Background: an optimization exercise with open tools, aiming at small area. Do not read the settings as production practice.
RTL that was checked went through simulation tests only; none was proved equivalent to the original.
Function not checked in runs 1 to 3: the RTL went through the layout flow alone.
No activity file was given, so power comes from the tool's default toggle rates.

==> flow/design.v <==
module kstc_crc32c_step #(
    parameter [31:0] POLY = 32'h82F63B78
) (
    input  wire [31:0] crc_in,
    input  wire [7:0]  data,
    output reg  [31:0] crc_out
);
    integer i;
    always @* begin
        crc_out = crc_in ^ {24'd0, data};
        for (i = 0; i < 8; i = i + 1)
            crc_out = crc_out[0] ? ((crc_out >> 1) ^ POLY) : (crc_out >> 1);
    end
endmodule
module kstc_rx #(
    parameter MAX_PAYLOAD = 64
) (
    input  wire                     clk,
    input  wire                     rst,
    input  wire                     in_valid,
    input  wire [7:0]               in_byte,
    output reg                      out_valid,
    output wire [7:0]               out_pri,
    output wire [15:0]              out_src,
    output wire [15:0]              out_dst,
    output wire [15:0]              out_dspec,
    output wire [63:0]              out_tid,
    output wire [6:0]               out_len,
    output wire [8*MAX_PAYLOAD-1:0] out_payload
);
    localparam [7:0]  DELIM       = 8'h9E;
    localparam [7:0]  ESC         = 8'h8E;
    localparam [31:0] CRC_INIT    = 32'hFFFFFFFF;
    localparam [31:0] CRC_RESIDUE = 32'hB798B438;
    reg        in_frame;    
    reg        fresh;       
    reg        unesc;       
    reg [6:0]  cnt;         
    reg [31:0] crc;
    reg [8*24-1:8]          hdr;       
    reg [8*MAX_PAYLOAD-1:0] buffer;    
    wire [7:0]  eff = unesc ? ~in_byte : in_byte;
    wire [31:0] crc_next;
    kstc_crc32c_step u_crc (
        .crc_in  (crc),
        .data    (eff),
        .crc_out (crc_next)
    );
    wire is_delim = (in_byte == DELIM);
    wire is_esc   = (in_byte == ESC);
    wire data     = in_valid && !is_delim && !is_esc;
    wire at_hdr_end = !fresh && (cnt == 7'd123);             
    wire at_ovf     = cnt[6] && !cnt[5] && !cnt[4];          
    wire len_ok     = !cnt[6] || at_ovf;                     
    reg bad_data;
    always @* begin
        bad_data = 1'b0;
        if (fresh && eff != 8'h00)
            bad_data = 1'b1;                                 
        if (!fresh && cnt >= 7'd116 && cnt <= 7'd118 && eff != 8'h00)
            bad_data = 1'b1;                                 
        if (!fresh && cnt == 7'd119 && eff != 8'h80)
            bad_data = 1'b1;
        if (at_hdr_end && crc_next != CRC_RESIDUE)
            bad_data = 1'b1;                                 
        if (!fresh && at_ovf)
            bad_data = 1'b1;                                 
    end
    wire take_delim = in_valid && is_delim;
    wire emit = take_delim && in_frame && !fresh && len_ok && (crc == CRC_RESIDUE);
    always @(posedge clk) begin
        if (rst)
            in_frame <= 1'b0;
        else if (take_delim)
            in_frame <= 1'b1;
        else if (in_valid && is_esc && unesc)
            in_frame <= 1'b0;                                
        else if (data && bad_data)
            in_frame <= 1'b0;
    end
    always @(posedge clk) begin
        if (in_valid)
            unesc <= is_esc;
        if (take_delim)
            fresh <= 1'b1;
        else if (data)
            fresh <= 1'b0;
        if (data)
            cnt <= fresh ? 7'd93 : cnt + 7'd1;
        if (take_delim || (data && at_hdr_end))
            crc <= CRC_INIT;
        else if (data)
            crc <= crc_next;
    end
    always @(posedge clk) begin
        if (rst)
            out_valid <= 1'b0;
        else
            out_valid <= emit;
    end
    wire [23:1]            hdr_we;
    wire [MAX_PAYLOAD-1:0] buf_we;
    genvar g;
    generate
        for (g = 1; g <= 23; g = g + 1) begin : g_hdr
            if (g <= 7 || g >= 16) begin : g_used
                localparam [6:0] P = g - 36 + 128;
                wire keep = (cnt[6:3] != P[6:3]) || (cnt[2:0] != P[2:0]);
                assign hdr_we[g] = (cnt == P);
                always @(posedge clk)
                    hdr[8*g +: 8] <= ({8{hdr_we[g]}} & eff) | ({8{keep}} & hdr[8*g +: 8]);
            end else begin : g_unused
                assign hdr_we[g] = 1'b0;
            end
        end
        for (g = 0; g < MAX_PAYLOAD; g = g + 1) begin : g_buf
            localparam [6:0] P = (g - 4 + 128) % 128;
            wire keep = (cnt[6:3] != P[6:3]) || (cnt[2:0] != P[2:0]);
            assign buf_we[g] = (cnt == P);
            always @(posedge clk)
                buffer[8*g +: 8] <= ({8{buf_we[g]}} & eff) | ({8{keep}} & buffer[8*g +: 8]);
        end
    endgenerate
    assign out_pri     = hdr[15:8];
    assign out_src     = hdr[31:16];
    assign out_dst     = hdr[47:32];
    assign out_dspec   = hdr[63:48];
    assign out_tid     = hdr[191:128];
    assign out_len     = cnt;
    assign out_payload = buffer;
endmodule
==> flow/flow/run.sh <==
#!/bin/bash
# Standard ORFS layout (the standard.sh) with these changes:
# - synthesis is the standard flow's synthesis script with only the ABC mapping script
#   replaced by flow/area.abc (area-oriented mapping); flip-flop mapping,
#   flattening and renaming are unchanged;
# - flow/extra.mk is added to config.mk: smallest buffer cell for the port
#   buffers, and CTS with smaller clock buffers and no dummy loads.
set -euo pipefail
W=$PWD
cat flow/extra.mk >> config.mk
sed '/source \$::env(SCRIPTS_DIR)\/synth_preamble.tcl/a set abc_args [lreplace $abc_args 1 1 '"$W"'/flow/area.abc]' \
    "$FLOW_HOME/scripts/synth.tcl" > flow_synth.tcl
grep -q 'flow/area.abc' flow_synth.tcl
sed "s#source \$::env(SCRIPTS_DIR)/synth.tcl#source $W/flow_synth.tcl#" synth_recipe.tcl > flow_synth_recipe.tcl
grep -q 'flow_synth.tcl' flow_synth_recipe.tcl
bash standard.sh synth SYNTH_SCRIPT="$W/flow_synth_recipe.tcl" > synth_make.log 2>&1
bash standard.sh > standard_make.log 2>&1
==> flow/flow/area.abc <==
strash
dc2
dch -f
amap
strash
dch -f
amap
strash
dch -f
amap
topo
==> flow/flow/extra.mk <==
export BUFFER_PORTS_ARGS = -buffer_cell sky130_fd_sc_hd__buf_1
export CTS_ARGS = -sink_clustering_enable -repair_clock_nets -dont_use_dummy_load -buf_list {sky130_fd_sc_hd__clkbuf_8} -sink_clustering_size 20 -sink_clustering_max_diameter 50
==> flow/standard.sh <==
#!/bin/bash
# synth_recipe.tcl (not shown) runs the flow's synth.tcl, then flattens the netlist and writes it again
# the make line also repeats each setting of config.mk as NAME=value (left out here)
make -C /OpenROAD-flow-scripts/flow DESIGN_CONFIG=/design/flow/config.mk WORK_HOME=/design/flow/orfs CLKGATE_MAP_FILE= SYNTH_SCRIPT=/design/flow/synth_recipe.tcl "${@:-finish}"
==> flow/config.mk <==
export PLATFORM = sky130hd
export DESIGN_NAME = kstc_rx
export DESIGN_NICKNAME = kstc_rx
export VERILOG_FILES = /design/flow/design.v
export SDC_FILE = /design/flow/constraint.sdc
export NUM_CORES = 4
export LEC_CHECK = 0
export CAP_MARGIN = 0
export CORE_MARGIN = 2
export CORE_UTILIZATION = 46
export SLEW_MARGIN = 0
export BUFFER_PORTS_ARGS = -buffer_cell sky130_fd_sc_hd__buf_1
export CTS_ARGS = -sink_clustering_enable -repair_clock_nets -dont_use_dummy_load -buf_list {sky130_fd_sc_hd__clkbuf_8} -sink_clustering_size 20 -sink_clustering_max_diameter 50
==> flow/constraint.sdc <==
create_clock -name core_clock -period 5.0 [get_ports {clk}]
set_input_delay 1.0000 -clock core_clock [delete_from_list [all_inputs] [get_ports {clk}]]
set_output_delay 1.0000 -clock core_clock [all_outputs]
set_load 0.01 [all_outputs]
==> results.cfg, run 1 <==
[outcome]
outcome = finished clean

[clock_network]
clkSlewWorstSetupHoldPaths_ns = 0.09
ctsHtreeMaxLevel = 2
numCtsBuffers = 50
cts_sinks = 675
cts_root_buffer = clkbuf_8
clk_latency_ns = 0.69
hold_buffers = 0
cts_tree = done
cts.path.max_buffers = 3

[final_layout]
instances_no_fill = 3762
n_antenna_cell = 0
drive_above_1_share_pct = 4.311
areaGrowthSynthToFinish_pct = 20.83
seq_area_um2 = 13590
multi_input_area_um2 = 7375
layout_commonest_cell = dfxtp_1
finalNetCount = 3174
fill_cells = 4443
layout_common_cells = 667 x dfxtp_1, 650 x buf_1, 604 x nor2_1, 511 x a21oi_1, 224 x clkinv_1
design_area_um2 = 26180
post-route-util_pct = 56.22

[place]
dp_hpwl_um = 61520
portBuffers = 650
dp.cells = 3711
dpl_cell_area_um2 = 25480
gp_congestion = 0.9712
post-place-ws_ns = 0.1102

[global_routing]
grt_pass1_vias = 18530
grtUsageTotal_pct = 33.49
grt-ovfl-total = 0
grt_antenna_before_repair = 0
grt_pass1_wl_um = 125000
grt_start_max_net_pins = 58

[critical_path]
worst_setup_path_start_kind = register
cp-end-kind = register
critPathMaxStageDelay_ns = 0.42
crit_top_cell = o22ai_1
worstPathRequired_ns = 5.60
worstPathCellList = clkinv_1 > o22ai_1 > clkinv_2 > o22ai_1 > clkinv_1 > o22ai_2 > clkinv_1 > o22ai_1 > o22ai_1 > buf_4 > o21ai_0 > nand3_1 > nor3_1 > nand3_1 > nor2_1 > nand2_1 > o31a_1 > o21ai_0 > o311a_1 > nor2_1 > nor2_1
slowest_stage = edfxtp_1
arrival_ns = 5.00
worstSetupPathType = register to register
cp_max_fo = 5

[logic_synthesis]
ys_seq_elements = 675
syn_inst = 2404
mappedNetlistArea_um2 = 21660
ys_seq_area_share_pct = 62.75
avgSynthCellArea_um2 = 9.011
synth_nets = 2421
yosys_warnings = 2
synth_cell_types = 28

[power_and_ir_drop]
power_mw = 16.08
leakagePower_nw = 9.754
p_comb_share_pct = 36.3
vdd_drop_max_uv = 334.5
clkPwrFrac_pct = 16.0
p_sw_share_pct = 39.78
p_sw_mw = 6.395
powerDensity_nw_per_um2 = 614.2
power_frac_seq_pct = 47.7
p_int_mw = 9.682

[floorplan]
core.rowCount = 79
die_w_um = 221.0
fp.dieH_um = 221.0
initial_core_util_pct = 46.53
num_io_pins = 651
core_area_um2 = 46560
die-area_um2 = 48840

[sta]
rsz0062_at_grt = no
skew_ns = 0.05065
worst_pin_slew_ns = 1.256
period_share_pct = 88.18
hold_viol_final = 0
relSlewSlack_pct = 15.96
drv_slew = 0
clock.fmax_ghz = 0.2268
layout_setup_ws_ns = 0.5909
period_needed_ns = 4.409
setup_viol = 0
holdWs_ns = 0.4681
tns_ns = 0

[detailed_routing]
drt_first_pass_iters = 6
drtIter0Drc = 1525
antenna_left = 0
routed_via_density = 5.429
vias = 20430
drt-total-wl_um = 85350
drc = 0
post_drt_wl_per_cell_um = 22.69

[job]
drv_cap = 0

[min_path]
hold_class = register to register
==> cell usage after synthesis (all sizes together) <==
master | number | area [um^2]
a211oi | 1 | 7.510
a21oi | 514 | 2572
a221o | 1 | 10.01
a31oi | 1 | 6.260
a41o | 1 | 10.01
clkinv | 238 | 893.4
dfxtp | 667 | 13350
edfxtp | 8 | 240.2
ha | 6 | 75.07
nand2 | 32 | 120.1
nand3 | 8 | 40.04
nand3b | 1 | 7.510
nand4 | 29 | 181.4
nor2 | 606 | 2275
nor2b | 1 | 6.260
nor3 | 7 | 35.03
nor4 | 7 | 43.79
o211ai | 1 | 7.510
o21ai | 22 | 110.1
o21bai | 1 | 7.510
o221ai | 29 | 254.0
o22ai | 208 | 1301
o311a | 1 | 10.01
o31a | 1 | 8.760
or2 | 1 | 6.260
or3 | 9 | 56.30
or4 | 2 | 15.01
xor2 | 1 | 8.760
==> worst paths after layout <==
path	endpoint	depth (start not counted)	slack, ns	from
max	in_frame$_SDFFE_PP0P_	21	0.59	unesc$_DFFE_PP_
max reg2reg	in_frame$_SDFFE_PP0P_	21	0.59	unesc$_DFFE_PP_
min reg2reg	buffer[445]$_DFF_P_	2	0.47	buffer[445]$_DFF_P_
min	buffer[445]$_DFF_P_	2	0.47	buffer[445]$_DFF_P_
==> routing by layer <==
layer,GRT usage (%),vias to the layer above,wire (um)
met5,0,-,0
met4,11.26,0,3048
met3,7.423,137,6473
met2,54.81,805,39750
li1,-,9762,-
met1,43.87,9721,36070
==> kinds of logic (layout without fill, tap and decap cells) <==
kind of cell | after synthesis | in the layout | share of synthesized area [%]
adder cells (fa/ha/maj) | 6 | 6 | 0.3466
AO/OA/AOI/OAI | 781 | 781 | 19.88
AND/OR/NAND/NOR | 703 | 703 | 12.86
XOR/XNOR | 1 | 1 | 0.04044
flip-flops | 675 | 675 | 62.75
buffers and inverters | 238 | 989 | 4.124
==> critical path: cells and delay by family, from the launching register on <==
| kind | cells | cell delay [ns] |
|---|---|---|
| compound gates | 9 | 2.35 |
| buf+inv | 5 | 0.78 |
| flops | 1 | 0.42 |
| simple gates | 7 | 0.79 |
==> layout make-up <==
cell class | count | share of cell area (%)
Sequential cell | 675 | 51.93
Timing Repair Buffer | 701 | 10.78
Tap cell | 607 | 2.902
Multi-Input combinational cell | 1491 | 28.17
Clock buffer | 50 | 2.629
Inverter | 238 | 3.580
==> what timing repair did <==
item                                    4_1_cts  5_1_grt
hold endpoints to repair                      0        0
gates resized for setup                       0        0
endpoints found under the setup margin        0        1
setup buffers                                 0        1
==> registers in the layout (all words and copies together), names as in the netlist <==
name and flops:
buffer 512, cnt 7, crc 32, fresh 1, hdr 120, in_frame 1, out_valid 1, unesc 1
==> power by group through the flow <==
stage | clock network, mW | logic, mW | registers, mW
CTS | 2.62 | 5.80 | 7.66
detailed placement | 0 | 5.79 | 7.76
global placement | 0 | 5.77 | 7.72
floorplan | 0 | 2.69 | 8.26
global route | 2.81 | 6.29 | 7.82
finish | 2.57 | 5.83 | 7.67
==> run 2: changes to the inputs <==
--- a/flow/config.mk
+++ b/flow/config.mk
@@ -7,6 +7,6 @@
 export LEC_CHECK = 0
-export CAP_MARGIN = 0
+export CAP_MARGIN = 20
 export CORE_MARGIN = 2
 export CORE_UTILIZATION = 46
-export SLEW_MARGIN = 0
+export SLEW_MARGIN = 20
 export BUFFER_PORTS_ARGS = -buffer_cell sky130_fd_sc_hd__buf_1
==> run 2 against run 1 <==
Compared with the run above:
- still clean on timing, DRC and antenna
- wire length up 0.22%
- synthesized cell count stayed put
- combinational power barely moved
- first-iteration DRC count grew 0.33%
- sequential power barely moved
- non-clock buffer count up 1
- final area rose by 0.28%
- via count hardly changed
- clock skew increased by 0.030 ns
- cell count increased by 0.16%
- critical path depth rose by 1
==> results.cfg, run 2 <==
[floorplan]
fp.dieH_um = 221.0
die_w_um = 221.0
core_area_um2 = 46560
num_io_pins = 651
initial_core_util_pct = 46.53
die-area_um2 = 48840
core.rowCount = 79

[critical_path]
worstSetupPathType = register to register
crit_top_cell = nor2_1
slowest_stage = edfxtp_1
worstPathCellList = buf_4 > a21oi_2 > clkinv_8 > o22ai_4 > clkinv_1 > o21ai_1 > clkinv_1 > a21oi_1 > nor2_1 > a21oi_4 > clkinv_2 > o22ai_4 > a21oi_1 > nor3_1 > nand3_1 > nor2_1 > nand2_1 > o31a_1 > o21ai_0 > o311a_1 > nor2_1 > nor2_1
cp_max_fo = 9
critPathMaxStageDelay_ns = 0.43
worstPathRequired_ns = 5.59
cp-end-kind = register
arrival_ns = 4.98
worst_setup_path_start_kind = register

[logic_synthesis]
synth_nets = 2421
ys_seq_elements = 675
ys_seq_area_share_pct = 62.75
async_flop_share_pct = 0
synth_cell_types = 28
post-synth-top-count-cell = dfxtp_1
synth_area_leaders = dfxtp_1 62%, a21oi_1 12%, nor2_1 11%
yosys.area.top_type = dfxtp_1
ys.flop_type = dfxtp_1
synth_edf_count = 8
yosys_warnings = 2
syn_inst = 2404
synth_top_area_share_pct = 61.64
synth_common_cells = 667 x dfxtp_1, 606 x nor2_1, 514 x a21oi_1, 238 x clkinv_1, 208 x o22ai_1
avgSynthCellArea_um2 = 9.011
mappedNetlistArea_um2 = 21660

[power_and_ir_drop]
p_sw_mw = 6.421
p_int_mw = 9.751
clkPwrFrac_pct = 16.5
power_frac_seq_pct = 47.4
powerDensity_nw_per_um2 = 616.1
p_comb_share_pct = 36.1
vdd_drop_max_uv = 367.5
power_mw = 16.17
p_sw_share_pct = 39.71
leakagePower_nw = 9.787

[sta]
drv_slew = 0
rsz0062_at_grt = no
setup_viol = 0
hold_viol_final = 0
relSlewSlack_pct = 22.90
period_share_pct = 87.73
clock.fmax_ghz = 0.2280
worst_pin_slew_ns = 1.154
tns_ns = 0
skew_ns = 0.08044
period_needed_ns = 4.386

[place]
dp_hpwl_um = 61510
gp_congestion = 0.9712
portBuffers = 650

[global_routing]
grt_pass1_vias = 18530
grt-ovfl-total = 0
grt_pass1_wl_um = 125300
grt_start_max_net_pins = 58
grt_antenna_before_repair = 0
grtUsageTotal_pct = 33.67

[detailed_routing]
top_layer = met4
drt-met1-wl_um = 36190
vias = 20440
drt-total-wl_um = 85530
antenna_left = 0
routed_via_density = 5.424
drc = 0
met2_length_um = 40770
drtIter0Drc = 1530
post_drt_wl_per_cell_um = 22.70
drt_first_pass_iters = 5
routed-wl-met3_um = 6171

[clock_network]
cts.path.max_buffers = 3
clkSlewWorstSetupHoldPaths_ns = 0.08
clk_latency_ns = 0.69
hold_buffers = 0
cts_root_buffer = clkbuf_8
cts_sinks = 675
numCtsBuffers = 54
cts_tree = done
ctsHtreeMaxLevel = 2

[outcome]
outcome = finished clean

[final_layout]
areaGrowthSynthToFinish_pct = 21.17
post-route-util_pct = 56.38
drive_above_1_share_pct = 4.557
top_regs = buffer x512, hdr x120, crc x32
layout_common_cells = 667 x dfxtp_1, 650 x buf_1, 601 x nor2_1, 511 x a21oi_1, 224 x clkinv_1
layout_commonest_cell = dfxtp_1
finalNetCount = 3179
largest-register = buffer
largest_reg_flops = 512

[min_path]
hold_class = register to register

[job]
drv_cap = 0
==> run 2: cell count changes in the layout (fill, tap and decap cells not counted) <==
| cell | change |
|---|---|
| clkbuf_8 | +4 |
| nor2_1 | -3 |
| nor2_2 | +3 |
| buf_4 | +1 |
| diode_2 | +1 |
==> run 2: cells by family (layout without fill, tap and decap cells) <==
family / count (synthesis) / count (layout) / share of synthesized area, %
AOI/OAI and AO/OA: 781 / 781 / 19.88
and+or+nand+nor: 703 / 703 / 12.86
DFF: 675 / 675 / 62.75
buffers and inverters: 238 / 994 / 4.124
adders and majority gates: 6 / 6 / 0.3466
xor gates and xnor gates: 1 / 1 / 0.04044
other: 0 / 1 / 0
==> run 2: power by group through the flow <==
stage / Clock (mW) / Sequential, mW / Combinational (mW)
after floorplan: 0 / 8.26 / 2.69
after global placement: 0 / 7.72 / 5.77
after detailed placement: 0 / 7.76 / 5.79
after CTS: 2.71 / 7.66 / 5.81
after global routing: 2.90 / 7.82 / 6.31
final: 2.67 / 7.67 / 5.83
==> run 2: worst paths after layout <==
check                                         start  slack (ns)  cells after the start                    end
worst max register to register      unesc$_DFFE_PP_        0.61                     22  in_frame$_SDFFE_PP0P_
worst min-delay path            buffer[409]$_DFF_P_        0.47                      2    buffer[409]$_DFF_P_
worst min register to register  buffer[409]$_DFF_P_        0.47                      2    buffer[409]$_DFF_P_
worst max-delay path                unesc$_DFFE_PP_        0.61                     22  in_frame$_SDFFE_PP0P_
==> run 2: metrics by stage <==
step / worst slack (ns) / cells / cell area [um^2] / hold WS [ns]
2_1_floorplan: -0.1302 / 2404 / 21900 / 0.4693
3_3_place_gp: 0.1224 / 3711 / 25480 / 0.4544
3_5_place_dp: 0.08300 / 3711 / 25480 / 0.4560
4_1_cts: 0.3952 / 3765 / 26230 / 0.4682
5_1_grt: 0.2823 / 3767 / 26250 / 0.4864
6_report: 0.6135 / 3768 / 26250 / 0.4667
==> run 2: metal layers <==
layer,global-route usage [%],up-vias
met4,9.786,0
li1,-,9781
met3,7.024,116
met1,43.83,9783
met5,0,-
met2,56.52,758
==> run 2: what timing repair did <==
item                                    4_1_cts  5_1_grt
setup buffers                                 0        2
endpoints found under the setup margin        0        1
gates resized for setup                       0        0
==> run 2: worst max-delay path, delay by kind of cell (launching register included) <==
| family | cells | cell delay [ns] |
|---|---|---|
| buffers and inverters | 5 | 0.69 |
| AOI/OAI and AO/OA | 10 | 2.39 |
| DFF | 1 | 0.43 |
| and+or+nand+nor | 7 | 0.82 |
==> run 2: final cells by class <==
class | count | area, um^2
clock buffers | 54 | 743.2
well taps | 607 | 759.5
inverters | 238 | 937.1
multi-input cells | 1491 | 7382
flip-flops and latches | 675 | 13590
diodes | 1 | 2.502
repair buffers | 702 | 2830
fillers | 4455 | 20310
==> run 3: changes to the inputs <==
--- a/flow/design.v
+++ b/flow/design.v
@@ -42,2 +42,3 @@
     wire [7:0]  eff = unesc ? ~in_byte : in_byte;
+    wire [7:0]  eff_n = ~eff;
     wire [31:0] crc_next;
@@ -110,3 +111,3 @@
                 always @(posedge clk)
-                    hdr[8*g +: 8] <= ({8{hdr_we[g]}} & eff) | ({8{keep}} & hdr[8*g +: 8]);
+                    hdr[8*g +: 8] <= ~(({8{hdr_we[g]}} & eff_n) | ~(hdr[8*g +: 8] | {8{!keep}}));
             end else begin : g_unused
@@ -120,3 +121,3 @@
             always @(posedge clk)
-                buffer[8*g +: 8] <= ({8{buf_we[g]}} & eff) | ({8{keep}} & buffer[8*g +: 8]);
+                buffer[8*g +: 8] <= ~(({8{buf_we[g]}} & eff_n) | ~(buffer[8*g +: 8] | {8{!keep}}));
         end
==> flow/flow/area.abc (replaced) <==
strash
&get -n
&fraig -x
&put
scorr
dc2
dch
amap
topo
--- a/flow/config.mk
+++ b/flow/config.mk
@@ -7,6 +7,6 @@
 export LEC_CHECK = 0
-export CAP_MARGIN = 20
+export CAP_MARGIN = 0
 export CORE_MARGIN = 2
 export CORE_UTILIZATION = 46
-export SLEW_MARGIN = 20
+export SLEW_MARGIN = 0
 export BUFFER_PORTS_ARGS = -buffer_cell sky130_fd_sc_hd__buf_1
==> run 3 against run 2 <==
Compared with the run above:
- still clean
- wire length decreased by 1.9%
- synthesized cell count decreased by 6.5%
- cell count decreased by 4.1%
- worst setup slack got worse by 0.075 ns
- total power decreased by 3.5%
- clock skew decreased by 0.029 ns
- via count decreased by 4.1%
- critical path depth increased by 1
- combinational power decreased by 6.7%
- critical endpoint unchanged
- largest power group unchanged
==> results.cfg, run 3 <==
[outcome]
outcome = finished clean

[critical_path]
arrival_ns = 5.07
cp_num_cells = 23
cp_max_fo = 7
worstSetupPathType = register to register
worstPathRequired_ns = 5.61
cp_top_family = compound AO/OA/AOI/OAI gates
worst_setup_path_start_kind = register
r2r-end = in_frame$_SDFFE_PP0P_
r2r-start = unesc$_DFFE_PP_
critPathMaxStageDelay_ns = 0.52
cp-end-kind = register
ff2ff_setup_slack_ns = 0.54
slowest_stage = edfxtp_1
ff2ff_path_depth = 23
worstPathCellList = buf_4 > nor2_1 > a21oi_2 > clkinv_4 > o22ai_1 > clkinv_1 > o22ai_2 > clkinv_2 > o21ai_2 > clkinv_1 > o22ai_1 > nor2_1 > a21oi_1 > nand3_1 > nor4b_1 > buf_4 > nand3_1 > nand2_1 > nand3_1 > nand2_1 > o311ai_0 > nand2_1 > nor2b_1
path_buf_inv = 6

[floorplan]
num_io_pins = 651
core_area_um2 = 46260
core.rowCount = 79
initial_core_util_pct = 46.34
fp.dieH_um = 219.9
die_w_um = 219.9
die-area_um2 = 48350

[sta]
relSlewSlack_pct = 20.98
period_share_pct = 89.22
clock.fmax_ghz = 0.2242
period_needed_ns = 4.461
layout_setup_ws_ns = 0.5390
skew_ns = 0.05122
hold_viol_final = 0
setup_viol = 0
worst_pin_slew_ns = 1.181
tns_ns = 0
rsz0062_at_grt = no
drv_slew = 0

[min_path]
whs_path_depth = 1
hold_class = register to register
min_from = hdr[31]$_DFF_P_
hold_end = hdr[31]$_DFF_P_

[detailed_routing]
drt-total-wl_um = 83920
drc = 0
drtIter0Drc = 1367
routed_via_density = 5.423
antenna_left = 0
vias = 19600
post_drt_wl_per_cell_um = 23.22
drt_first_pass_iters = 5

[clock_network]
clkSlewWorstSetupHoldPaths_ns = 0.08
cts_tree = done
hold_buffers = 0
clk_latency_ns = 0.69
cts_setup_buffers = 0
cts.path.max_buffers = 3
cts_resized = 0
ctsHtreeMaxLevel = 2
cts_sinks = 675
cts_root_buffer = clkbuf_8
numCtsBuffers = 52

[place]
gp_congestion = 0.9186
dp_hpwl_um = 60230
post-place-ws_ns = 0.04782
portBuffers = 650

[power_and_ir_drop]
clkPwrFrac_pct = 16.8
p_sw_share_pct = 38.22
vdd_drop_max_uv = 342.5
p_int_mw = 9.646
p_sw_mw = 5.967
power_frac_seq_pct = 48.3
leakagePower_nw = 9.675
p_comb_share_pct = 34.9
powerDensity_nw_per_um2 = 599.7

[global_routing]
grt_start_max_net_pins = 62
grt-ovfl-total = 0
grt_pass1_vias = 17770
grtUsageTotal_pct = 33.26
grt_pass1_wl_um = 120000
grt_antenna_before_repair = 1

[logic_synthesis]
mappedNetlistArea_um2 = 21440
synth_common_cells = 667 x dfxtp_1, 614 x nor2_1, 527 x a21oi_1, 152 x o22a_1, 68 x clkinv_1
synth_nets = 2264
yosys_warnings = 2
synth_cell_types = 26
synth_area_leaders = dfxtp_1 62%, a21oi_1 12%, nor2_1 11%
ys_seq_elements = 675
synth_edf_count = 8
yosys.area.top_type = dfxtp_1
async_flop_share_pct = 0
synth_top_area_share_pct = 62.29
post-synth-top-count-cell = dfxtp_1
syn_inst = 2247
avgSynthCellArea_um2 = 9.541
ys_seq_area_share_pct = 63.41
ys.flop_type = dfxtp_1

[final_layout]
drive_above_1_share_pct = 4.789
top_regs = buffer x512, hdr x120, crc x32
largest_reg_flops = 512
finalNetCount = 3026
multi_input_area_um2 = 7759
n_antenna_cell = 0
fill_cells = 4423
layout_common_cells = 667 x dfxtp_1, 650 x buf_1, 613 x nor2_1, 520 x a21oi_1, 152 x o22a_1
areaGrowthSynthToFinish_pct = 21.45
layout_commonest_cell = dfxtp_1
largest-register = buffer
seq_area_um2 = 13590

[job]
drv_cap = 0
==> run 3: changes by cell type after synthesis, sizes merged, moves of 3 or more <==
cell,previous run,this run
a21oi,514,527
o22a,0,152
nor2,606,614
or3,9,2
nand4,29,8
a221o,1,5
o22ai,208,41
or2,1,15
nand3,8,23
o221ai,29,25
clkinv,238,68
or4,2,5
==> run 3: power by group through the flow <==
stage	sequential, mW	combinational (mW)	clock, mW
after global routing	7.69	5.92	2.87
after CTS	7.53	5.43	2.67
after floorplan	8.08	2.42	0
after global placement	7.61	5.38	0
after detailed placement	7.64	5.40	0
final	7.55	5.44	2.62
==> run 3: worst max-delay path by stage <==
| stage | from | to |
|---|---|---|
| finish | unesc$_DFFE_PP_ | in_frame$_SDFFE_PP0P_ |
| global route | unesc$_DFFE_PP_ | in_frame$_SDFFE_PP0P_ |
| CTS | unesc$_DFFE_PP_ | in_frame$_SDFFE_PP0P_ |
| detailed placement | in_byte[0] | in_frame$_SDFFE_PP0P_ |
| global placement | in_byte[0] | in_frame$_SDFFE_PP0P_ |
| floorplan | in_byte[1] | in_frame$_SDFFE_PP0P_ |
==> run 3: metal layers <==
| metal | GRT usage [%] | up-vias | part of all wire (%) |
|---|---|---|---|
| li1 | - | 9436 | - |
| met1 | 42.36 | 9319 | 41 |
| met2 | 55.53 | 717 | 48 |
| met3 | 8.571 | 126 | 8.0 |
| met4 | 9.776 | 0 | 3.0 |
| met5 | 0 | - | 0 |
==> run 3: kinds of logic after synthesis <==
group | share of synthesized area [%]
compound gates | 21.66
simple gates | 13.31
flops | 63.41
buf+inv | 1.191
fa+ha+maj | 0.3502
xor+xnor | 0.08172
==> run 3: cell type report <==
| type | count | area share [%] |
|---|---|---|
| tap | 607 | 2.917 |
| inverter | 68 | 1.283 |
| clock buffer | 52 | 2.749 |
| sequential | 675 | 52.21 |
| timing repair buffer | 708 | 11.04 |
| multi-input combinational | 1504 | 29.80 |
==> run 3: through the flow <==
| step | util (%) | total power [mW] | hold WS [ns] | cells | area, um^2 |
|---|---|---|---|---|---|
| 5_1_grt | 56.28 | 16.49 | 0.5000 | 3614 | 26040 |
| 4_1_cts | 56.28 | 15.63 | 0.4827 | 3614 | 26040 |
| 3_5_place_dp | 54.74 | 13.05 | 0.4629 | 3562 | 25320 |
| 3_3_place_gp | 54.74 | 12.99 | 0.4590 | 3562 | 25320 |
| 2_1_floorplan | - | 10.50 | 0.4908 | 2247 | 21670 |
| 6_report | 56.28 | 15.61 | 0.4813 | 3614 | 26040 |
==> run 4: changes to the inputs <==
--- a/flow/design.v
+++ b/flow/design.v
@@ -42,3 +42,2 @@
     wire [7:0]  eff = unesc ? ~in_byte : in_byte;
-    wire [7:0]  eff_n = ~eff;
     wire [31:0] crc_next;
@@ -111,3 +110,3 @@
                 always @(posedge clk)
-                    hdr[8*g +: 8] <= ~(({8{hdr_we[g]}} & eff_n) | ~(hdr[8*g +: 8] | {8{!keep}}));
+                    hdr[8*g +: 8] <= ({8{keep}} | eff) & (hdr[8*g +: 8] | {8{hdr_we[g]}});
             end else begin : g_unused
@@ -121,3 +120,3 @@
             always @(posedge clk)
-                buffer[8*g +: 8] <= ~(({8{buf_we[g]}} & eff_n) | ~(buffer[8*g +: 8] | {8{!keep}}));
+                buffer[8*g +: 8] <= ({8{keep}} | eff) & (buffer[8*g +: 8] | {8{buf_we[g]}});
         end
==> flow/flow/extra.mk (replaced) <==
export BUFFER_PORTS_ARGS = -buffer_cell sky130_fd_sc_hd__buf_1
export CTS_ARGS = -sink_clustering_enable -repair_clock_nets -dont_use_dummy_load -buf_list {sky130_fd_sc_hd__clkbuf_8} -sink_clustering_size 20 -sink_clustering_max_diameter 50
export REMOVE_ABC_BUFFERS = 1
--- a/flow/config.mk
+++ b/flow/config.mk
@@ -13 +13,2 @@
 export CTS_ARGS = -sink_clustering_enable -repair_clock_nets -dont_use_dummy_load -buf_list {sky130_fd_sc_hd__clkbuf_8} -sink_clustering_size 20 -sink_clustering_max_diameter 50
+export REMOVE_ABC_BUFFERS = 1
==> run 4 against run 3 <==
Compared with the run above:
- via count decreased by 0.15%
- flip-flop and latch count unchanged
- hold slack improved by 0.0028 ns
- global-route usage decreased by 0.41 points
- critical path type unchanged
- cell count increased by 0.30%
- combinational power increased by 4%
- non-clock buffer count increased by 22
- sequential share of layout area about the same
- total power increased by 1.0%
- die area about the same
- synthesized cell count decreased by 0.45%
==> results.cfg, run 4 <==
[outcome]
outcome = finished clean

[sta]
hold_viol_final = 0
clock.fmax_ghz = 0.2247
worst_pin_slew_ns = 1.371
relSlewSlack_pct = 8.256
setup_viol = 0
skew_ns = 0.07480
period_needed_ns = 4.451
period_share_pct = 89.02
rsz0062_at_grt = no
drv_slew = 0

[detailed_routing]
drt-total-wl_um = 83650
drtIter0Drc = 1316
drc = 0
routed_via_density = 5.398
vias = 19570
post_drt_wl_per_cell_um = 23.08
drt_first_pass_iters = 5
antenna_left = 0

[global_routing]
grt_pass1_vias = 17660
grt_use_met3_pct = 8.406
grt_pass1_wl_um = 118100
grt.busiest_layer = met2
grt_antenna_before_repair = 1
gr-usage-met2_pct = 55.39
grt-ovfl-total = 0
met1_usage_pct = 40.25
grt_start_max_net_pins = 60
grtUsageTotal_pct = 32.85

[final_layout]
largest-register = buffer
drive_above_1_share_pct = 5.036
areaGrowthSynthToFinish_pct = 21.33
finalNetCount = 3037
layout_commonest_cell = dfxtp_1
largest_reg_flops = 512
instances_no_fill = 3625
top_regs = buffer x512, hdr x120, crc x32
n_antenna_cell = 0
layout_common_cells = 667 x dfxtp_1, 650 x buf_1, 604 x nor2_1, 513 x a21oi_1, 160 x o22a_1

[critical_path]
cp_top_family = compound AO/OA/AOI/OAI gates
path_buf_inv = 7
worst_setup_path_start_kind = register
worstSetupPathType = register to register
cp_max_fo = 7
worstPathRequired_ns = 5.55
arrival_ns = 5.00
worstPathCellList = buf_4 > o22ai_4 > clkinv_1 > a21oi_1 > buf_4 > clkinv_1 > o22ai_1 > nand2_1 > o21ai_0 > clkinv_1 > o21ai_0 > clkinv_1 > buf_4 > o22ai_1 > nor2_1 > a21oi_1 > nor4b_2 > nand3_1 > nand4b_1 > a222oi_1 > o211ai_1 > a21oi_1
cp-end-kind = register
crit_top_cell = clkinv_1
slowest_stage = edfxtp_1
critPathMaxStageDelay_ns = 0.49

[floorplan]
core_area_um2 = 46260
fp.dieH_um = 219.9
num_io_pins = 651
initial_core_util_pct = 46.35
die-area_um2 = 48360
die_w_um = 219.9
core.rowCount = 79

[logic_synthesis]
yosys_warnings = 2
async_flop_share_pct = 0
yosys.area.top_type = dfxtp_1
synth_top_area_share_pct = 62.27
synth_area_leaders = dfxtp_1 62%, a21oi_1 12%, nor2_1 11%
syn_inst = 2237
synth_cell_types = 30
synth_edf_count = 8
post-synth-top-count-cell = dfxtp_1
ys_seq_area_share_pct = 63.39
mappedNetlistArea_um2 = 21440
ys_seq_elements = 675
synth_common_cells = 667 x dfxtp_1, 605 x nor2_1, 520 x a21oi_1, 160 x o22a_1, 73 x clkinv_1
ys.flop_type = dfxtp_1
avgSynthCellArea_um2 = 9.585

[place]
dp.cells = 3570
gp_congestion = 1.010
dp_hpwl_um = 59450
portBuffers = 650

[clock_network]
cts.path.max_buffers = 3
cts_root_buffer = clkbuf_8
cts_sinks = 675
clk_latency_ns = 0.70
numCtsBuffers = 51
clkSlewWorstSetupHoldPaths_ns = 0.09
hold_buffers = 0
cts_tree = done
ctsHtreeMaxLevel = 2

[job]
drv_cap = 0

[min_path]
hold_class = register to register

[power_and_ir_drop]
leakagePower_nw = 9.698
power_mw = 15.77
vdd_drop_max_uv = 302.8
powerDensity_nw_per_um2 = 606.2
## run 4: changes by cell type after synthesis, sizes merged, moves of 5 or more
cell,delta
o21ai,-8
or4,-5
nand3,-16
o22ai,+6
nor2,-9
o22a,+8
nand4,+10
clkinv,+5
a21oi,-7
## run 4: layer usage
| layer | wire, um | vias to the layer above |
|---|---|---|
| met1 | 33800 | 9224 |
| met2 | 39710 | 729 |
| met4 | 3269 | 0 |
| li1 | - | 9465 |
| met5 | 0 | - |
| met3 | 6863 | 150 |
## run 4: metrics by stage
step | setup slack (ns) | utilization, % | setup TNS [ns] | hold WS (ns) | area (um^2)
final | 0.5489 | 56.24 | 0 | 0.4841 | 26020
after global routing | 0.03334 | 56.24 | 0 | 0.4998 | 26020
after CTS | 0.1892 | 56.13 | 0 | 0.4838 | 25960
after detailed placement | -0.08302 | 54.61 | -0.08302 | 0.4630 | 25260
after global placement | -0.0002545 | 54.61 | -0.0002545 | 0.4566 | 25260
after floorplan | -3.982 | - | -81.15 | 0.4696 | 21440
## run 4: final timing paths
path	startpoint	endpoint	slack (ns)	depth (start not counted)
max	unesc$_DFFE_PP_	in_frame$_SDFFE_PP0P_	0.55	22
min	hdr[29]$_DFF_P_	hdr[29]$_DFF_P_	0.48	1
max reg2reg	unesc$_DFFE_PP_	in_frame$_SDFFE_PP0P_	0.55	22
min reg2reg	hdr[29]$_DFF_P_	hdr[29]$_DFF_P_	0.48	1
## run 4: cell type report
cell class	instances	area (um^2)
well taps	607	759.5
fillers	4336	20240
clock buffers	51	701.9
multi-input cells	1489	7647
repair buffers	730	3040
flip-flops and latches	675	13590
inverters	73	274.0
## run 4: cell families after synthesis
logic type | Yosys count | synth area share [%]
and+or+nand+nor | 702 | 13.01
AOI/OAI and AO/OA | 780 | 21.92
buffers and inverters | 73 | 1.278
adders and majority gates | 6 | 0.3501
xor gates and xnor gates | 1 | 0.04085
DFF | 675 | 63.40
## run 4: worst reg2reg max path, delay by kind of cell, from the launching register on
family          cells  cell delay, ns
compound gates     10            1.99
buf+inv             7            1.11
simple gates        5            0.79
flops               1            0.49
## run 4: power breakdown
| part | total [mW] | switching [mW] | internal, mW |
|---|---|---|---|
| clock network | 2.60 | 1.68 | 0.913 |
| registers | 7.54 | 0.795 | 6.74 |
| logic | 5.64 | 3.51 | 2.13 |
| total | 15.8 | 5.99 | 9.78 |
## run 4: what timing repair did
item | 4_1_cts | 5_1_grt
buffers inserted | 0 | 4
setup endpoints to repair | 0 | 1
resized for setup | 0 | 4
==> run 5: changes to the inputs <==
==> flow/flow/extra.mk (replaced) <==
export BUFFER_PORTS_ARGS = -buffer_cell sky130_fd_sc_hd__buf_1
export CTS_ARGS = -sink_clustering_enable -repair_clock_nets -dont_use_dummy_load -buf_list {sky130_fd_sc_hd__clkbuf_8} -sink_clustering_size 20 -sink_clustering_max_diameter 50
--- a/flow/config.mk
+++ b/flow/config.mk
@@ -13,2 +13 @@
 export CTS_ARGS = -sink_clustering_enable -repair_clock_nets -dont_use_dummy_load -buf_list {sky130_fd_sc_hd__clkbuf_8} -sink_clustering_size 20 -sink_clustering_max_diameter 50
-export REMOVE_ABC_BUFFERS = 1
==> run 5 against run 4 <==
Compared with the run above:
- critical endpoint unchanged
- largest power group unchanged
- clock power about the same
- first-iteration DRC count increased by 19%
- critical path type unchanged
- flip-flop and latch count unchanged
- utilization decreased by 0.16 points
- hold slack got worse by 0.0020 ns
- synthesized cell count unchanged
- global-route usage about the same
==> results.cfg, run 5 <==
[outcome]
outcome = finished clean

[power_and_ir_drop]
power_frac_seq_pct = 48.5
powerDensity_nw_per_um2 = 600.0
p_comb_share_pct = 34.7
clkPwrFrac_pct = 16.8
p_sw_share_pct = 38.34
p_sw_mw = 5.968
p_int_mw = 9.597
leakagePower_nw = 9.598
vdd_drop_max_uv = 360.2

[clock_network]
cts_sinks = 675
numCtsBuffers = 52
ctsHtreeMaxLevel = 2
cts_resized = 0
cts_root_buffer = clkbuf_8
cts_setup_buffers = 0
cts.path.max_buffers = 3
clkSlewWorstSetupHoldPaths_ns = 0.08
clk_latency_ns = 0.68
cts_tree = done
hold_buffers = 0

[min_path]
hold_end = buffer[504]$_DFF_P_
whs_path_depth = 1
hold_class = register to register
min_from = buffer[504]$_DFF_P_

[critical_path]
ff2ff_setup_slack_ns = 0.37
arrival_ns = 5.18
worstPathRequired_ns = 5.55
worstSetupPathType = register to register
cp_max_fo = 10
cp-startpoint = unesc$_DFFE_PP_
r2r-end = in_frame$_SDFFE_PP0P_
r2r-start = unesc$_DFFE_PP_
cp-end-kind = register
worst_setup_path_start_kind = register
ff2ff_path_depth = 16

[detailed_routing]
drt_first_pass_iters = 5
routed_via_density = 5.491
drc = 0
post_drt_wl_per_cell_um = 23.19
drtIter0Drc = 1568
vias = 19740
antenna_left = 0
drt-total-wl_um = 83360

[place]
gp_congestion = 0.9757
dp_hpwl_um = 59300
portBuffers = 650

[logic_synthesis]
synth_common_cells = 667 x dfxtp_1, 605 x nor2_1, 520 x a21oi_1, 160 x o22a_1, 73 x clkinv_1
synth_cell_types = 30
synth_edf_count = 8
mappedNetlistArea_um2 = 21440
synth_area_leaders = dfxtp_1 62%, a21oi_1 12%, nor2_1 11%
synth_nets = 2254
avgSynthCellArea_um2 = 9.585
yosys_warnings = 2
ys_seq_area_share_pct = 63.39
ys.flop_type = dfxtp_1
synth_top_area_share_pct = 62.27
yosys.area.top_type = dfxtp_1
ys_seq_elements = 675
post-synth-top-count-cell = dfxtp_1
async_flop_share_pct = 0
syn_inst = 2237

[sta]
setup_viol = 0
holdWs_ns = 0.4822
period_share_pct = 92.61
period_needed_ns = 4.631
worst_pin_slew_ns = 1.157
skew_ns = 0.06048
clock.fmax_ghz = 0.2160
hold_viol_final = 0
drv_slew = 0
relSlewSlack_pct = 22.64
rsz0062_at_grt = no

[final_layout]
finalNetCount = 3006
seq_area_um2 = 13590
largest_reg_flops = 512
layout_common_cells = 667 x dfxtp_1, 650 x buf_1, 604 x nor2_1, 511 x a21oi_1, 160 x o22a_1
layout_commonest_cell = dfxtp_1
fill_cells = 4368
drive_above_1_share_pct = 4.587
post-route-util_pct = 56.08
multi_input_area_um2 = 7742
areaGrowthSynthToFinish_pct = 20.99
largest-register = buffer
top_regs = buffer x512, hdr x120, crc x32

[global_routing]
grt-ovfl-total = 0
grt_pass1_vias = 17870
grt_start_max_net_pins = 60
grtUsageTotal_pct = 32.82
grt_pass1_wl_um = 118800
grt_antenna_before_repair = 0

[floorplan]
initial_core_util_pct = 46.35
core.rowCount = 79
core_area_um2 = 46260
num_io_pins = 651
die_w_um = 219.9
die-area_um2 = 48360
fp.dieH_um = 219.9

[job]
drv_cap = 0
## run 5: stage by stage
| stage | power (mW) | cells | instance area [um^2] | TNS, ns | worst slack, ns |
|---|---|---|---|---|---|
| 4_1_cts | 15.56 | 3594 | 25940 | 0 | 0.4098 |
| 2_1_floorplan | 10.58 | 2237 | 21650 | -0.3498 | -0.3498 |
| 5_1_grt | 16.41 | 3594 | 25940 | 0 | 0.01070 |
| 3_3_place_gp | 12.95 | 3542 | 25220 | 0 | 0.07387 |
| 3_5_place_dp | 13.00 | 3542 | 25220 | -0.03021 | -0.03021 |
| 6_report | 15.57 | 3595 | 25940 | 0 | 0.3695 |
## run 5: cell families (layout without fill, tap and decap cells)
kind of cell	Yosys count	in the layout	share of synthesized area, %
compound gates	780	780	21.92
xor+xnor	1	1	0.04085
fa+ha+maj	6	6	0.3501
buf+inv	73	823	1.278
flops	675	675	63.40
other cells	0	1	0
simple gates	702	702	13.01
## run 5: final cells by class
| cell class | count | area share (%) |
|---|---|---|
| multi-input combinational | 1489 | 29.84 |
| inverter | 73 | 1.268 |
| tap | 607 | 2.928 |
| sequential | 675 | 52.40 |
| clock buffer | 52 | 2.759 |
| timing repair buffer | 698 | 10.79 |
| antenna | 1 | 0.009646 |
## run 5: worst max path at each step
stage / cells after the start / endpoint / slack [ns]
after floorplan: 21 / in_frame$_SDFFE_PP0P_ / -0.35
after global placement: 22 / in_frame$_SDFFE_PP0P_ / 0.07
after detailed placement: 22 / in_frame$_SDFFE_PP0P_ / -0.03
after CTS: 21 / in_frame$_SDFFE_PP0P_ / 0.41
after global routing: 20 / in_frame$_SDFFE_PP0P_ / 0.01
final: 16 / in_frame$_SDFFE_PP0P_ / 0.37
## run 5: per-layer routing
| layer | wire, um | track usage, % |
|---|---|---|
| met1 | 33600 | 40.65 |
| met2 | 39890 | 55.81 |
| met3 | 7202 | 8.723 |
| met4 | 2674 | 10.00 |
| met5 | 0 | 0 |
## run 5: power by group through the flow
stage / registers [mW] / clock network (mW) / logic [mW]
after global placement: 7.61 / 0 / 5.34
after global routing: 7.70 / 2.85 / 5.86
final: 7.56 / 2.61 / 5.40
after floorplan: 8.09 / 0 / 2.49
after CTS: 7.54 / 2.65 / 5.37
after detailed placement: 7.65 / 0 / 5.35
## run 5: critical path, cell delays in order, from the launching register on
cell,delay [ns]
edfxtp_1,0.61
buf_4,0.27
a21oi_2,0.25
clkinv_2,0.10
o22ai_1,0.22
clkinv_1,0.18
o21ai_0,0.36
clkinv_1,0.36
o22ai_1,0.28
o21ai_0,0.16
nor4_1,0.35
nand4_1,0.14
nor3b_1,0.38
nand4b_1,0.27
a222oi_1,0.29
o211ai_1,0.15
a21oi_1,0.16
==> run 6: changes to the inputs <==
==> flow/flow/extra.mk (replaced) <==
export BUFFER_PORTS_ARGS = -buffer_cell sky130_fd_sc_hd__buf_1
export CTS_ARGS = -sink_clustering_enable -repair_clock_nets -dont_use_dummy_load -buf_list {sky130_fd_sc_hd__clkbuf_16} -sink_clustering_size 30 -sink_clustering_max_diameter 70
export REMOVE_ABC_BUFFERS = 1
--- a/flow/config.mk
+++ b/flow/config.mk
@@ -12,2 +12,3 @@
 export BUFFER_PORTS_ARGS = -buffer_cell sky130_fd_sc_hd__buf_1
-export CTS_ARGS = -sink_clustering_enable -repair_clock_nets -dont_use_dummy_load -buf_list {sky130_fd_sc_hd__clkbuf_8} -sink_clustering_size 20 -sink_clustering_max_diameter 50
+export CTS_ARGS = -sink_clustering_enable -repair_clock_nets -dont_use_dummy_load -buf_list {sky130_fd_sc_hd__clkbuf_16} -sink_clustering_size 30 -sink_clustering_max_diameter 70
+export REMOVE_ABC_BUFFERS = 1
==> run 6 against run 5 <==
Compared with the run above:
- utilization is 0.54 points higher
- synthesized cell count stayed put
- clock-buffer cell count is 17 lower
- total power is 3.5% higher
- clock power is 13% higher
- first-iteration DRC count is 10% lower
- cell count is 0.39% higher
- hold slack better by 0.0012 ns
- critical endpoint unchanged
- highest routed layer unchanged
- sequential share of layout area is 0.50 points lower
==> results.cfg, run 6 <==
[job]
drv_cap = 0

[critical_path]
worstSetupPathType = register to register
worstPathRequired_ns = 5.46
cp_max_fo = 7
worst_setup_path_start_kind = register
arrival_ns = 4.93
cp-end-kind = register

[logic_synthesis]
avgSynthCellArea_um2 = 9.585
synth_top_area_share_pct = 62.27
synth_common_cells = 667 x dfxtp_1, 605 x nor2_1, 520 x a21oi_1, 160 x o22a_1, 73 x clkinv_1
synth_area_leaders = dfxtp_1 62%, a21oi_1 12%, nor2_1 11%
ys_seq_elements = 675
synth_cell_types = 30
post-synth-top-count-cell = dfxtp_1
async_flop_share_pct = 0
ys_seq_area_share_pct = 63.39
synth_edf_count = 8
yosys.area.top_type = dfxtp_1
mappedNetlistArea_um2 = 21440
yosys_warnings = 2
syn_inst = 2237
ys.flop_type = dfxtp_1

[clock_network]
hold_buffers = 0
ctsHtreeMaxLevel = 2
clk_latency_ns = 0.57
clkSlewWorstSetupHoldPaths_ns = 0.08
cts_tree = done
numCtsBuffers = 35
cts.path.max_buffers = 3
cts_root_buffer = clkbuf_16
cts_sinks = 675

[final_layout]
instances_no_fill = 3609
largest_reg_flops = 512
largest-register = buffer
top_regs = buffer x512, hdr x120, crc x32
n_antenna_cell = 0
fill_cells = 4305
layout_commonest_cell = dfxtp_1
finalNetCount = 3021
drive_above_1_share_pct = 4.530
areaGrowthSynthToFinish_pct = 22.14
layout_common_cells = 667 x dfxtp_1, 650 x buf_1, 604 x nor2_1, 513 x a21oi_1, 160 x o22a_1

[detailed_routing]
drtIter0Drc = 1408
post_drt_wl_per_cell_um = 23.09
drt-total-wl_um = 83330
drt_first_pass_iters = 6
vias = 19610
antenna_left = 0
drc = 0
routed_via_density = 5.433

[floorplan]
initial_core_util_pct = 46.35
num_io_pins = 651
die_w_um = 219.9
core.rowCount = 79
die-area_um2 = 48360
fp.dieH_um = 219.9
core_area_um2 = 46260

[sta]
rsz0062_at_grt = no
clock.fmax_ghz = 0.2237
relSlewSlack_pct = 13.89
period_needed_ns = 4.470
drv_slew = 0
worst_pin_slew_ns = 1.287
layout_setup_ws_ns = 0.5304
skew_ns = 0.04531
period_share_pct = 89.39
tns_ns = 0
setup_viol = 0
hold_viol_final = 0
holdWs_ns = 0.4834

[global_routing]
grt_pass1_wl_um = 117700
grtUsageTotal_pct = 32.71
grt_pass1_vias = 17460
grt-ovfl-total = 0
grt_antenna_before_repair = 1
grt_start_max_net_pins = 60

[outcome]
outcome = finished clean

[place]
post-place-ws_ns = -0.08302
gp_congestion = 1.010
portBuffers = 650
dp_hpwl_um = 59450
dp.cells = 3570

[min_path]
hold_class = register to register

[power_and_ir_drop]
powerDensity_nw_per_um2 = 615.4
vdd_drop_max_uv = 378.9
power_mw = 16.12
leakagePower_nw = 9.763
-- run 6: cell families (layout without fill, tap and decap cells) --
logic type | count (synthesis) | count (layout) | share of synthesized area, %
compound gates | 780 | 780 | 21.92
xor+xnor | 1 | 1 | 0.04085
fa+ha+maj | 6 | 6 | 0.3501
flops | 675 | 675 | 63.40
buf+inv | 73 | 838 | 1.278
simple gates | 702 | 702 | 13.01
-- run 6: repair_timing --
item                                    CTS  global route
gates resized for setup                   0             4
endpoints found under the setup margin    0             1
buffers inserted                          0             4
-- run 6: worst paths after layout --
kind                                              end  cells past startpoint  slack, ns                 from
worst max-delay path            in_frame$_SDFFE_PP0P_                     22       0.53      unesc$_DFFE_PP_
worst min-delay path              buffer[348]$_DFF_P_                      1       0.48  buffer[348]$_DFF_P_
worst max register to register  in_frame$_SDFFE_PP0P_                     22       0.53      unesc$_DFFE_PP_
worst min register to register    buffer[348]$_DFF_P_                      1       0.48  buffer[348]$_DFF_P_
-- run 6: power by group --
part           total (mW)  switching [mW]  internal, mW
Combinational        5.63            3.51          2.13
Sequential           7.54           0.794          6.74
Clock                2.94            1.69          1.26
Total                16.1            5.99          10.1
-- run 6: critical path: stages (launching register included) --
cell      delay, ns
edfxtp_1       0.49
buf_4          0.20
o22ai_4        0.18
clkinv_1       0.13
a21oi_1        0.17
buf_4          0.17
clkinv_1       0.08
o22ai_1        0.20
nand2_1        0.07
o21ai_0        0.12
clkinv_1       0.16
o21ai_0        0.33
clkinv_1       0.18
buf_4          0.19
o22ai_1        0.22
nor2_1         0.07
a21oi_1        0.17
nor4b_2        0.24
nand3_1        0.12
nand4b_1       0.30
a222oi_1       0.33
o211ai_1       0.13
a21oi_1        0.14
-- run 6: final cells by class --
class                   count  area (um^2)  area share (%)
well taps                 607        759.5           2.900
flip-flops and latches    675        13590           51.90
inverters                  73        274.0           1.046
multi-input cells        1489         7647           29.20
repair buffers            730         3040           11.61
clock buffers              35        875.8           3.344
-- run 6: per-stage QoR --
stage | utilization (%) | cell area [um^2]
after floorplan | - | 21440
after global placement | 54.61 | 25260
after detailed placement | 54.61 | 25260
after CTS | 56.50 | 26140
after global routing | 56.62 | 26190
final | 56.62 | 26190
-- run 6: per-layer routing --
| layer | vias to the layer above | routed length, um | track usage, % | share of wire, % |
|---|---|---|---|---|
| met5 | - | 0 | 0 | 0 |
| met4 | 0 | 3011 | 11.01 | 3.6 |
| met3 | 140 | 6781 | 8.944 | 8.1 |
| met2 | 716 | 39630 | 55.08 | 48 |
| met1 | 9316 | 33910 | 40.36 | 41 |
| li1 | 9435 | - | - | - |
==> run 7: changes to the inputs <==
==> flow/flow/extra.mk (replaced) <==
export BUFFER_PORTS_ARGS = -buffer_cell sky130_fd_sc_hd__buf_1
export CTS_ARGS = -sink_clustering_enable -repair_clock_nets -dont_use_dummy_load -buf_list {sky130_fd_sc_hd__clkbuf_8} -sink_clustering_size 20 -sink_clustering_max_diameter 80
export REMOVE_ABC_BUFFERS = 1
--- a/flow/config.mk
+++ b/flow/config.mk
@@ -12,3 +12,3 @@
 export BUFFER_PORTS_ARGS = -buffer_cell sky130_fd_sc_hd__buf_1
-export CTS_ARGS = -sink_clustering_enable -repair_clock_nets -dont_use_dummy_load -buf_list {sky130_fd_sc_hd__clkbuf_16} -sink_clustering_size 30 -sink_clustering_max_diameter 70
+export CTS_ARGS = -sink_clustering_enable -repair_clock_nets -dont_use_dummy_load -buf_list {sky130_fd_sc_hd__clkbuf_8} -sink_clustering_size 20 -sink_clustering_max_diameter 80
 export REMOVE_ABC_BUFFERS = 1
==> run 7 against run 6 <==
Compared with the run above:
- highest routed layer unchanged
- non-clock buffer count did not move
- synthesized cell count did not move
- still clean on timing, DRC and antenna
- global-route usage grew 0.080 points
==> results.cfg, run 7 <==
[outcome]
outcome = finished clean

[logic_synthesis]
mappedNetlistArea_um2 = 21440
ys_seq_elements = 675
synth_cell_types = 30
avgSynthCellArea_um2 = 9.585
yosys_warnings = 2
ys.flop_type = dfxtp_1
synth_common_cells = 667 x dfxtp_1, 605 x nor2_1, 520 x a21oi_1, 160 x o22a_1, 73 x clkinv_1
post-synth-top-count-cell = dfxtp_1
ys_seq_area_share_pct = 63.39
async_flop_share_pct = 0
synth_top_area_share_pct = 62.27
syn_inst = 2237
synth_edf_count = 8
synth_area_leaders = dfxtp_1 62%, a21oi_1 12%, nor2_1 11%
yosys.area.top_type = dfxtp_1

[floorplan]
die-area_um2 = 48360
fp.dieH_um = 219.9
core_area_um2 = 46260
num_io_pins = 651
die_w_um = 219.9
initial_core_util_pct = 46.35
core.rowCount = 79

[min_path]
min_from = hdr[29]$_DFF_P_
hold_class = register to register
whs_path_depth = 1
hold_end = hdr[29]$_DFF_P_

[final_layout]
layout_commonest_cell = dfxtp_1
largest-register = buffer
drive_above_1_share_pct = 4.721
areaGrowthSynthToFinish_pct = 20.69
layout_common_cells = 667 x dfxtp_1, 650 x buf_1, 604 x nor2_1, 513 x a21oi_1, 160 x o22a_1
finalNetCount = 3027
multi_input_area_um2 = 7647
seq_area_um2 = 13590
largest_reg_flops = 512
post-route-util_pct = 55.94
n_antenna_cell = 0
fill_cells = 4357
top_regs = buffer x512, hdr x120, crc x32

[critical_path]
worst_setup_path_start_kind = register
crit_top_cell = clkinv_1
r2r-end = in_frame$_SDFFE_PP0P_
ff2ff_setup_slack_ns = 0.53
arrival_ns = 5.03
worstPathRequired_ns = 5.56
slowest_stage = edfxtp_1
worstSetupPathType = register to register
cp-end-kind = register
critPathMaxStageDelay_ns = 0.50
worstPathCellList = buf_4 > o22ai_4 > clkinv_1 > a21oi_1 > buf_4 > clkinv_1 > o22ai_1 > nand2_1 > o21ai_0 > clkinv_1 > o21ai_0 > clkinv_1 > buf_4 > o22ai_1 > nor2_1 > a21oi_1 > nor4b_2 > nand3_1 > nand4b_1 > a222oi_1 > o211ai_1 > a21oi_1
r2r-start = unesc$_DFFE_PP_
ff2ff_path_depth = 22
cp_max_fo = 7

[sta]
period_share_pct = 89.32
skew_ns = 0.06779
period_needed_ns = 4.466
rsz0062_at_grt = no
setup_viol = 0
worst_pin_slew_ns = 1.364
drv_slew = 0
hold_viol_final = 0
relSlewSlack_pct = 8.759
clock.fmax_ghz = 0.2239
layout_setup_ws_ns = 0.5342

[detailed_routing]
vias = 19620
drt_first_pass_iters = 5
antenna_left = 0
routed_via_density = 5.427
drt-total-wl_um = 83320
drtIter0Drc = 1318
post_drt_wl_per_cell_um = 23.05
drc = 0

[clock_network]
hold_buffers = 0
ctsHtreeMaxLevel = 2
clkSlewWorstSetupHoldPaths_ns = 0.12
clk_latency_ns = 0.66
numCtsBuffers = 41
cts.path.max_buffers = 3
cts_root_buffer = clkbuf_8
cts_sinks = 675
cts_tree = done

[global_routing]
grt_pass1_wl_um = 118000
grt_pass1_vias = 17560
grt_antenna_before_repair = 1
grtUsageTotal_pct = 32.79
grt-ovfl-total = 0
grt_start_max_net_pins = 60

[power_and_ir_drop]
powerDensity_nw_per_um2 = 600.1
leakagePower_nw = 9.626
vdd_drop_max_uv = 391.1

[job]
drv_cap = 0

[place]
portBuffers = 650
dp_hpwl_um = 59450
gp_congestion = 1.010
post-place-ws_ns = -0.08302
[run 7: cell count changes in the layout (fill, tap and decap cells not counted)]
cell       delta
clkbuf_16    -35
clkbuf_8     +41
[run 7: timing repair]
| action | in CTS | in global routing |
|---|---|---|
| gates resized for setup | 0 | 4 |
| setup buffers | 0 | 4 |
| endpoints found under the setup margin | 0 | 1 |
[run 7: per-stage QoR]
step / instances / setup TNS, ns / hold slack (ns) / power, mW / area [um^2]
5_1_grt: 3615 / 0 / 0.4904 / 16.41 / 25880
3_5_place_dp: 3570 / -0.08302 / 0.4630 / 13.17 / 25260
2_1_floorplan: 2237 / -81.15 / 0.4696 / 10.42 / 21440
4_1_cts: 3611 / 0 / 0.4760 / 15.51 / 25830
3_3_place_gp: 3570 / -0.0002545 / 0.4566 / 13.14 / 25260
6_report: 3615 / 0 / 0.4734 / 15.53 / 25880
[run 7: metal layers]
metal	global-route usage (%)	vias to the layer above	part of all wire [%]
met3	8.309	141	8.1
met5	0	-	0
li1	-	9452	-
met1	40.38	9292	41
met4	11.10	0	3.5
met2	55.79	735	48
[run 7: kinds of logic (layout without fill, tap and decap cells)]
| family | Yosys count | after routing | synth area share [%] |
|---|---|---|---|
| adder cells (fa/ha/maj) | 6 | 6 | 0.3501 |
| buffers and inverters | 73 | 844 | 1.278 |
| AND/OR/NAND/NOR | 702 | 702 | 13.01 |
| AO/OA/AOI/OAI | 780 | 780 | 21.92 |
| flip-flops | 675 | 675 | 63.40 |
| XOR/XNOR | 1 | 1 | 0.04085 |
[run 7: power by group]
group	internal (mW)	switching (mW)
logic	2.13	3.50
registers	6.74	0.795
clock network	0.745	1.62
total	9.61	5.92
[run 7: cell type report]
cell class | instances | area share [%]
flip-flops and latches | 675 | 52.53
repair buffers | 730 | 11.75
well taps | 607 | 2.935
inverters | 73 | 1.059
clock buffers | 41 | 2.181
multi-input cells | 1489 | 29.55
[run 7: worst max-delay path by stage]
| stage | start | endpoint | slack (ns) | depth (start not counted) |
|---|---|---|---|---|
| 2_1_floorplan | in_byte[0] | in_frame$_SDFFE_PP0P_ | -3.98 | 21 |
| 3_5_place_dp | in_byte[2] | in_frame$_SDFFE_PP0P_ | -0.08 | 22 |
| 4_1_cts | unesc$_DFFE_PP_ | in_frame$_SDFFE_PP0P_ | 0.22 | 20 |
| 6_report | unesc$_DFFE_PP_ | in_frame$_SDFFE_PP0P_ | 0.53 | 22 |
| 5_1_grt | unesc$_DFFE_PP_ | in_frame$_SDFFE_PP0P_ | 0.07 | 23 |
| 3_3_place_gp | in_byte[2] | in_frame$_SDFFE_PP0P_ | -0.0003 | 22 |
[run 7: critical path, delay by kind of cell, from the launching register on]
family / cells / cell delay, ns
and+or+nand+nor: 5 / 0.79
DFF: 1 / 0.50
buffers and inverters: 7 / 1.11
AOI/OAI and AO/OA: 10 / 2.00
==> run 8: changes to the inputs <==
==> flow/flow/extra.mk (replaced) <==
export BUFFER_PORTS_ARGS = -buffer_cell sky130_fd_sc_hd__buf_1
export CTS_ARGS = -sink_clustering_enable -repair_clock_nets -dont_use_dummy_load -buf_list {sky130_fd_sc_hd__clkbuf_8} -sink_clustering_size 18 -sink_clustering_max_diameter 70
export REMOVE_ABC_BUFFERS = 1
--- a/flow/config.mk
+++ b/flow/config.mk
@@ -12,3 +12,3 @@
 export BUFFER_PORTS_ARGS = -buffer_cell sky130_fd_sc_hd__buf_1
-export CTS_ARGS = -sink_clustering_enable -repair_clock_nets -dont_use_dummy_load -buf_list {sky130_fd_sc_hd__clkbuf_8} -sink_clustering_size 20 -sink_clustering_max_diameter 80
+export CTS_ARGS = -sink_clustering_enable -repair_clock_nets -dont_use_dummy_load -buf_list {sky130_fd_sc_hd__clkbuf_8} -sink_clustering_size 18 -sink_clustering_max_diameter 70
 export REMOVE_ABC_BUFFERS = 1
==> run 8 against run 7 <==
Compared with the run above:
- total power grew 0.48%
- clock-buffer cell count rose by 3
- clock power grew 3%
- fmax up 0.67%
- first-iteration DRC count grew 3.6%
- flip-flop and latch count is the same
- die area did not move
- critical path type unchanged
- largest power group unchanged
- highest routed layer unchanged
==> results.cfg, run 8 <==
[detailed_routing]
routed_via_density = 5.469
antenna_left = 0
drc = 0
drt-total-wl_um = 83440
drtIter0Drc = 1366
post_drt_wl_per_cell_um = 23.06
vias = 19790
drt_first_pass_iters = 6

[power_and_ir_drop]
powerDensity_nw_per_um2 = 602.0
leakagePower_nw = 9.648
power_mw = 15.60
vdd_drop_max_uv = 335.5

[global_routing]
grt_pass1_vias = 17670
grt_start_max_net_pins = 60
grtUsageTotal_pct = 32.77
grt_antenna_before_repair = 1
grt-ovfl-total = 0
grt_pass1_wl_um = 118200

[critical_path]
cp-end-kind = register
arrival_ns = 5.01
worstPathRequired_ns = 5.57
worst_setup_path_start_kind = register
cp_max_fo = 7
ff2ff_path_depth = 22
worstSetupPathType = register to register

[sta]
rsz0062_at_grt = no
hold_viol_final = 0
period_share_pct = 88.72
holdWs_ns = 0.4854
drv_slew = 0
clock.fmax_ghz = 0.2254
skew_ns = 0.05498
worst_pin_slew_ns = 1.275
setup_viol = 0
period_needed_ns = 4.436
layout_setup_ws_ns = 0.5639
relSlewSlack_pct = 14.68

[logic_synthesis]
synth_top_area_share_pct = 62.27
synth_common_cells = 667 x dfxtp_1, 605 x nor2_1, 520 x a21oi_1, 160 x o22a_1, 73 x clkinv_1
ys_seq_area_share_pct = 63.39
yosys_warnings = 2
syn_inst = 2237
mappedNetlistArea_um2 = 21440
yosys.area.top_type = dfxtp_1
ys.flop_type = dfxtp_1
synth_area_leaders = dfxtp_1 62%, a21oi_1 12%, nor2_1 11%
synth_edf_count = 8
ys_seq_elements = 675
avgSynthCellArea_um2 = 9.585
post-synth-top-count-cell = dfxtp_1
synth_cell_types = 30
async_flop_share_pct = 0

[min_path]
hold_class = register to register
whs_path_depth = 1

[clock_network]
clk_latency_ns = 0.65
cts_sinks = 675
numCtsBuffers = 44
cts_root_buffer = clkbuf_8
cts_tree = done
ctsHtreeMaxLevel = 2
cts.path.max_buffers = 3
clkSlewWorstSetupHoldPaths_ns = 0.11
hold_buffers = 0

[final_layout]
fill_cells = 4359
layout_common_cells = 667 x dfxtp_1, 650 x buf_1, 604 x nor2_1, 513 x a21oi_1, 160 x o22a_1
design_area_um2 = 25920
drive_above_1_share_pct = 4.816
seq_area_um2 = 13590
n_antenna_cell = 0
largest_reg_flops = 512
areaGrowthSynthToFinish_pct = 20.88
largest-register = buffer
multi_input_area_um2 = 7647
top_regs = buffer x512, hdr x120, crc x32
finalNetCount = 3030
layout_commonest_cell = dfxtp_1

[place]
dpl_cell_area_um2 = 25260
portBuffers = 650
gp_congestion = 1.010
post-place-ws_ns = -0.08302
dp_hpwl_um = 59450

[floorplan]
die-area_um2 = 48360
num_io_pins = 651
fp.dieH_um = 219.9
initial_core_util_pct = 46.35
die_w_um = 219.9
core.rowCount = 79
core_area_um2 = 46260

[outcome]
outcome = finished clean

[job]
drv_cap = 0
==> run 8: cell counts after synthesis <==
No cell type changed its count.
==> run 8: critical path, stage by stage (launching register included) <==
cell and delay (ns):
edfxtp_1 0.50, buf_4 0.20, o22ai_4 0.18, clkinv_1 0.13
a21oi_1 0.17, buf_4 0.17, clkinv_1 0.08, o22ai_1 0.19
nand2_1 0.07, o21ai_0 0.11, clkinv_1 0.16, o21ai_0 0.31
clkinv_1 0.18, buf_4 0.19, o22ai_1 0.23, nor2_1 0.07
a21oi_1 0.17, nor4b_2 0.24, nand3_1 0.12, nand4b_1 0.30
a222oi_1 0.33, o211ai_1 0.13, a21oi_1 0.14
==> run 8: cell families (layout without fill, tap and decap cells) <==
group / after synthesis / after routing / share of synthesized area [%]
xor gates and xnor gates: 1 / 1 / 0.04085
adders and majority gates: 6 / 6 / 0.3501
and+or+nand+nor: 702 / 702 / 13.01
buffers and inverters: 73 / 847 / 1.278
AOI/OAI and AO/OA: 780 / 780 / 21.92
DFF: 675 / 675 / 63.40
==> run 8: where the power goes <==
part           switching [mW]  internal (mW)  total (mW)
logic                    3.51           2.13        5.64
registers               0.793           6.74        7.54
clock network            1.63          0.796        2.43
total                    5.94           9.66        15.6
==> run 8: final timing paths <==
path / slack [ns] / endpoint / from
worst min register to register: 0.49 / hdr[185]$_DFF_P_ / hdr[185]$_DFF_P_
worst max-delay path: 0.56 / in_frame$_SDFFE_PP0P_ / unesc$_DFFE_PP_
worst min-delay path: 0.49 / hdr[185]$_DFF_P_ / hdr[185]$_DFF_P_
worst max register to register: 0.56 / in_frame$_SDFFE_PP0P_ / unesc$_DFFE_PP_
==> run 8: layout make-up <==
type	instances	area share [%]
clock buffers	44	2.336
inverters	73	1.057
multi-input cells	1489	29.50
flip-flops and latches	675	52.44
well taps	607	2.930
repair buffers	730	11.73
==> run 8: timing repair <==
| action | 4_1_cts | 5_1_grt |
|---|---|---|
| endpoints found under the setup margin | 0 | 1 |
| setup buffers | 0 | 4 |
| resized for setup | 0 | 4 |
==> run 8: layer usage <==
layer  track usage [%]  up-vias  wire [um]
li1                  -     9441          -
met1             40.55     9396      33690
met2             55.02      804      39420
met3             8.530      145       7125
met4             11.83        0       3202
met5                 0        -          0
==> run 8: metrics by stage <==
step                      setup TNS [ns]  utilization, %  std cells
final                                  0           56.03       3618
after floorplan                   -81.15               -       2237
after global placement        -0.0002545           54.61       3570
after CTS                              0           55.92       3614
after detailed placement        -0.08302           54.61       3570
after global routing                   0           56.03       3618

Check on run 8: ideal ports give 0.564 ns setup slack; a clkbuf_16 on the clock port and buf_2 on the inputs give 0.564 ns; moving port delays by the midpoint clock arrival (0.679 ns) as well gives 0.033 ns.
